Context: an optimization exercise on an open-source flow, tuned for small area. The choices shown serve that exercise and are no tape-out recipe. The RTL was checked by simulation tests, not by an equivalence proof against the original design. No activity file was given, so power comes from the tool's default toggle rates.

==> trial 32: inputs <==
==> flow/design.v <==
module sphc (
    input  wire        clk,
    input  wire        rst,
    input  wire        tick,
    input  wire [1:0]  mode,
    input  wire [19:0] speed,
    input  wire        dir,
    input  wire        stop,
    output wire [7:0]  out,
    output wire [2:0]  pos,
    output wire [19:0] now,
    output wire        halted,
    output wire [1:0]  cause
);
    reg [19:0] tick_cnt;
    reg [19:0] rem;
    reg [3:0]  seq;
    reg [2:0]  pos_r;
    reg [1:0]  mode_l;
    reg [1:0]  cause_r;
    reg [7:0]  out_r;
    wire halt = |cause_r;
    wire init = ~|mode_l & ~halt;
    wire spin = (seq == 4'd15);
    wire half = mode_l[1];
    wire [19:0] m = spin ? rem : speed;
    wire        z = ~|m;
    wire [2:0] h  = half ? pos_r : {pos_r[1:0], 1'b0};
    wire ap = (h == 3'd0) | (h == 3'd6) | (h == 3'd7);
    wire an = (h == 3'd2) | (h == 3'd3) | (h == 3'd4);
    wire bp = (h == 3'd0) | (h == 3'd1) | (h == 3'd2);
    wire bn = (h == 3'd4) | (h == 3'd5) | (h == 3'd6);
    wire [7:0] row = {bn, bp, bp, bn, an, ap, ap, an};
    wire [2:0] pos_step = dir ? pos_r - 3'd1 : pos_r + 3'd1;
    wire [20:0] ct, cz;
    assign ct[0] = tick;
    assign cz[0] = tick;
    genvar i;
    generate
        for (i = 0; i < 20; i = i + 1) begin : g_cnt
            assign ct[i+1] = ct[i] & tick_cnt[i];
            assign cz[i+1] = cz[i] & ~m[i];
            always @(posedge clk) begin
                tick_cnt[i] <= ~rst & (tick_cnt[i] ^ ct[i]);
                rem[i]      <= m[i] ^ cz[i];
            end
        end
    endgenerate
    integer k;
    always @(posedge clk) begin
        if (rst) begin
            seq     <= 4'd0;
            pos_r   <= 3'd0;
            mode_l  <= 2'b00;
            cause_r <= 2'b00;
            out_r   <= 8'h00;
        end else if (!halt) begin
            if (init) begin
                if (mode != 2'b01 && mode != 2'b10)
                    cause_r <= 2'b01;
                else if (z)
                    cause_r <= 2'b10;
                else
                    mode_l <= mode;
            end else begin
                if (!spin || z)
                    seq <= seq + 4'd1;
                for (k = 0; k < 4; k = k + 1) begin
                    if (seq == 3 * k + 1)
                        out_r[2*k +: 2] <= 2'b00;
                    if (seq == 3 * k + 3)
                        out_r[2*k +: 2] <= row[2*k +: 2];
                end
                if (seq == 4'd13)
                    pos_r <= {half & pos_step[2], pos_step[1:0]};
                if (seq == 4'd14 && z) begin
                    cause_r <= 2'b10;
                    out_r   <= 8'h00;
                end
                if (spin && stop) begin
                    cause_r <= 2'b11;
                    out_r   <= 8'h00;
                end
            end
        end
    end
    assign out    = out_r;
    assign pos    = pos_r;
    assign now    = tick_cnt;
    assign halted = halt;
    assign cause  = cause_r;
endmodule
==> flow/run.sh <==
#!/bin/bash
# synth_recipe.tcl (not shown) runs the flow's synth.tcl, then flattens the netlist and writes it again
# the make line also repeats each setting of config.mk as NAME=value (left out here)
make -C /OpenROAD-flow-scripts/flow DESIGN_CONFIG=/design/flow/config.mk WORK_HOME=/design/flow/orfs CLKGATE_MAP_FILE= SYNTH_SCRIPT=/design/flow/synth_recipe.tcl finish
==> flow/config.mk <==
export PLATFORM = sky130hd
export DESIGN_NAME = sphc
export DESIGN_NICKNAME = sphc
export VERILOG_FILES = /design/flow/design.v
export SDC_FILE = /design/flow/constraint.sdc
export NUM_CORES = 4
export LEC_CHECK = 0
export CAP_MARGIN = 20
export CORE_MARGIN = 2
export CORE_UTILIZATION = 40
export SLEW_MARGIN = 20
==> flow/constraint.sdc <==
create_clock -name core_clock -period 10.0 [get_ports {clk}]
set_input_delay 2.0000 -clock core_clock [delete_from_list [all_inputs] [get_ports {clk}]]
set_output_delay 2.0000 -clock core_clock [all_outputs]
set_load 0.01 [all_outputs]
==> trial 76 (differences from trial 32) <==
==> flow/design.v (replaced) <==
module sphc (
    input  wire        clk,
    input  wire        rst,
    input  wire        tick,
    input  wire [1:0]  mode,
    input  wire [19:0] speed,
    input  wire        dir,
    input  wire        stop,
    output wire [7:0]  out,
    output wire [2:0]  pos,
    output wire [19:0] now,
    output wire        halted,
    output wire [1:0]  cause
);
    reg [19:0] tick_cnt;
    reg [19:0] rem;
    reg [3:0]  seq;
    reg [2:0]  pos_r;
    reg [1:0]  mode_l;
    reg [1:0]  cause_r;
    reg [3:0]  prv;        
    wire halt = |cause_r;
    wire init = ~|mode_l & ~halt;
    wire spin = (seq == 4'd15);
    wire went = (seq == 4'd14);
    wire adv  = (seq == 4'd13);
    wire half = mode_l[1];
    wire [19:0] m = spin ? rem : speed;
    wire        z = ~|m;
    wire [20:0] ct, cz;
    assign ct[0] = tick;
    assign cz[0] = tick;
    genvar i;
    generate
        for (i = 0; i < 20; i = i + 1) begin : g_cnt
            assign ct[i+1] = ct[i] & tick_cnt[i];
            assign cz[i+1] = cz[i] & ~m[i];
            always @(posedge clk) begin
                tick_cnt[i] <= ~rst & (tick_cnt[i] ^ ct[i]);
                rem[i]      <= m[i] ^ cz[i];
            end
        end
    endgenerate
    wire h2 = half ? pos_r[2] : pos_r[1];
    wire h1 = half ? pos_r[1] : pos_r[0];
    wire h0 = half & pos_r[0];
    wire ap = (h2 & h1) | (~h2 & ~h1 & ~h0);      
    wire an = (~h2 & h1) | (h2 & ~h1 & ~h0);      
    wire bp = (~h2 & ~h1) | (~h2 & h1 & ~h0);     
    wire bn = (h2 & ~h1) | (h2 & h1 & ~h0);       
    wire [3:0] cur  = {bn, bp, an, ap};
    wire [7:0] row  = {bn, bp, bp, bn, an, ap, ap, an};
    wire [7:0] prow = {prv[3], prv[2], prv[2], prv[3], prv[1], prv[0], prv[0], prv[1]};
    genvar k;
    generate
        for (k = 0; k < 4; k = k + 1) begin : g_out
            wire cur_k = (seq >= 3 * k + 4) && (seq <= 13);
            wire prv_k = (seq <= 3 * k + 1) || (seq >= 14);
            assign out[2*k +: 2] = ({2{cur_k}} & row[2*k +: 2]) | ({2{prv_k}} & prow[2*k +: 2]);
        end
    endgenerate
    wire [2:0] pos_step = dir ? pos_r - 3'd1 : pos_r + 3'd1;
    wire       mode_ok  = mode[1] ^ mode[0];
    always @(posedge clk) begin
        if (rst) begin
            seq     <= 4'd0;
            pos_r   <= 3'd0;
            mode_l  <= 2'b00;
            cause_r <= 2'b00;
            prv     <= 4'd0;
        end else begin
            if (~|mode_l)
                mode_l <= mode;
            if (init) begin
                if (!mode_ok)
                    cause_r <= 2'b01;
                else if (z)
                    cause_r <= 2'b10;
            end
            if (!halt && !init && (!spin || z))
                seq <= seq + 4'd1;
            if (adv) begin
                pos_r <= {half & pos_step[2], pos_step[1:0]};
                prv   <= cur;
            end
            if (went && z) begin
                cause_r <= 2'b10;
                prv     <= 4'd0;
            end
            if (spin && stop) begin
                if (!halt)
                    cause_r <= 2'b11;
                prv <= 4'd0;
            end
        end
    end
    assign pos    = pos_r;
    assign now    = tick_cnt;
    assign halted = halt;
    assign cause  = cause_r;
endmodule
==> flow/flow/run.sh (new file) <==
#!/bin/bash
# Own layout flow: the standard flow (standard.sh) with two changes:
#  - synthesis maps the logic with an area-oriented ABC script (flow/area.abc,
#    via flow/my_synth.tcl) and without the half/full adder cells;
#  - the port buffers are the smallest buffer, sky130_fd_sc_hd__buf_1.
# Each tool's output is in orfs/logs/; this script's in flow_run.log.
set -euo pipefail
here=$(pwd)
exec > >(tee -a "$here/flow_run.log") 2>&1
export AREA_ABC_SCRIPT="$here/flow/area.abc"
export BUFFER_PORTS_ARGS="-buffer_cell sky130_fd_sc_hd__buf_1"
export CTS_ARGS="-sink_clustering_enable -repair_clock_nets -dont_use_dummy_load -buf_list sky130_fd_sc_hd__clkbuf_16 -sink_clustering_size 60 -sink_clustering_max_diameter 300"
sed -e "s#SYNTH_SCRIPT=[^ ]*#SYNTH_SCRIPT=$here/flow/my_synth.tcl ADDER_MAP_FILE=#" standard.sh > own.sh
grep -q "my_synth.tcl ADDER_MAP_FILE=" own.sh
bash own.sh > standard.log 2>&1
test -f out/final.def
==> flow/flow/area.abc (new file) <==
strash
dch -f
amap -m
topo
==> flow/flow/my_synth.tcl (new file) <==
# The standard synthesis script (synth_recipe.tcl), with one change: ABC maps
# the logic with the area-oriented script in area.abc instead of ORFS's
# delay-oriented one. Registers are mapped before ABC, so they are the same.
proc synth {args} { yosys synth -nofsm -noshare {*}$args }
proc abc {args} {
  set i [lsearch -exact $args -script]
  if { $i >= 0 } { set args [lreplace $args $i [expr {$i + 1}] -script $::env(AREA_ABC_SCRIPT)] }
  yosys abc {*}$args
}
source $::env(SCRIPTS_DIR)/synth.tcl
# left out here: clear keep_hierarchy, flatten, clean up, hide names made inside functions, write 1_2_yosys.v
==> flow/standard.sh (new file) <==
#!/bin/bash
# synth_recipe.tcl (not shown) runs the flow's synth.tcl, then flattens the netlist and writes it again
# the make line also repeats each setting of config.mk as NAME=value (left out here)
make -C /OpenROAD-flow-scripts/flow DESIGN_CONFIG=/design/flow/config.mk WORK_HOME=/design/flow/orfs CLKGATE_MAP_FILE= SYNTH_SCRIPT=/design/flow/synth_recipe.tcl "${@:-finish}"
removed: flow/run.sh
==> notes.md <==
* Dpl cells at 450
* Syn avg cell area at 9.83 um2
* Clk pwr at 0.220 mW
* Clk latency of the worst-skew pair at 340 ps
* Met2 Usage GRT at 0.249
* Most frequent cells after synthesis: 59 x dfxtp_1, 42 x ha_1, 28 x inv_1, 25 x mux2i_1, 22 x nor2b_1
* Status: timing/DRC/antenna clean
* Biggest Area Class: multi-input combinational cells
* Capturing point of the worst reg2reg path: rem[19]
* CP Depth at 22
* Layout area overhead at 29.6%
Source of the figures above: trial 32

==> notes.md <==
* Met2 Usage GRT at 0.272
* Syn avg cell area at 7.80 um2
* Biggest Area Class: flip-flops and latches
* CP Depth at 13
* Dpl cells at 430
* Min-delay worst type: reg2reg
* Clk pwr at 0.159 mW
* Pins Over Slew Limit at 0
* Slowest stage delay, CP at 570 ps
* Layout area overhead at 19.7%
* FF+latch area at 0.00110 mm2
* Final hold violations at 0
* CLK BUF at 5
* Capturing point of the worst reg2reg path: seq[3]
* Clk latency of the worst-skew pair at 280 ps
* Status: timing/DRC/antenna clean
* Most frequent cells after synthesis: 56 x nor2_1, 55 x dfxtp_1, 35 x clkinv_1, 32 x o22ai_1, 23 x nor3_1
Source of the figures above: trial 76

==> separate check: timing with driven ports <==
The flow's constraints put no driver on any port. The routed layouts listed below were extracted and timed again, unchanged, in two steps.
Step 1 (the two cells are an assumption about what drives the block):
set clk [get_ports {clk}]
set_driving_cell -lib_cell sky130_fd_sc_hd__clkbuf_16 $clk
set_driving_cell -lib_cell sky130_fd_sc_hd__buf_2 [delete_from_list [all_inputs] $clk]
Step 2 times the ports against the registers' clock, not the clock port: input delays grow and output delays shrink by t, the midpoint of the rising clock arrivals with the driver on.
Three values: no drivers, after step 1, after step 2; two values: the first two.
run | t, ns | slack for setup (ns) | hold slack, ns | latest minus earliest clock arrival (ns) | worst slew at a driven data input, ns
trial 32 | 0.363 | 4.035 / 4.041 / 3.678 | 0.461 / 0.461 / 0.461 | 0.006 / 0.006 | 0.04
trial 76 | 0.311 | 5.545 / 5.556 / 5.245 | 0.464 / 0.464 / 0.464 | 0.008 / 0.009 | 0.04
After both steps setup and hold are still met in every run listed. For trial 32, which loses most, drivers alone change the setup slack by +0.006 ns; drivers and shift together by -0.357 ns.
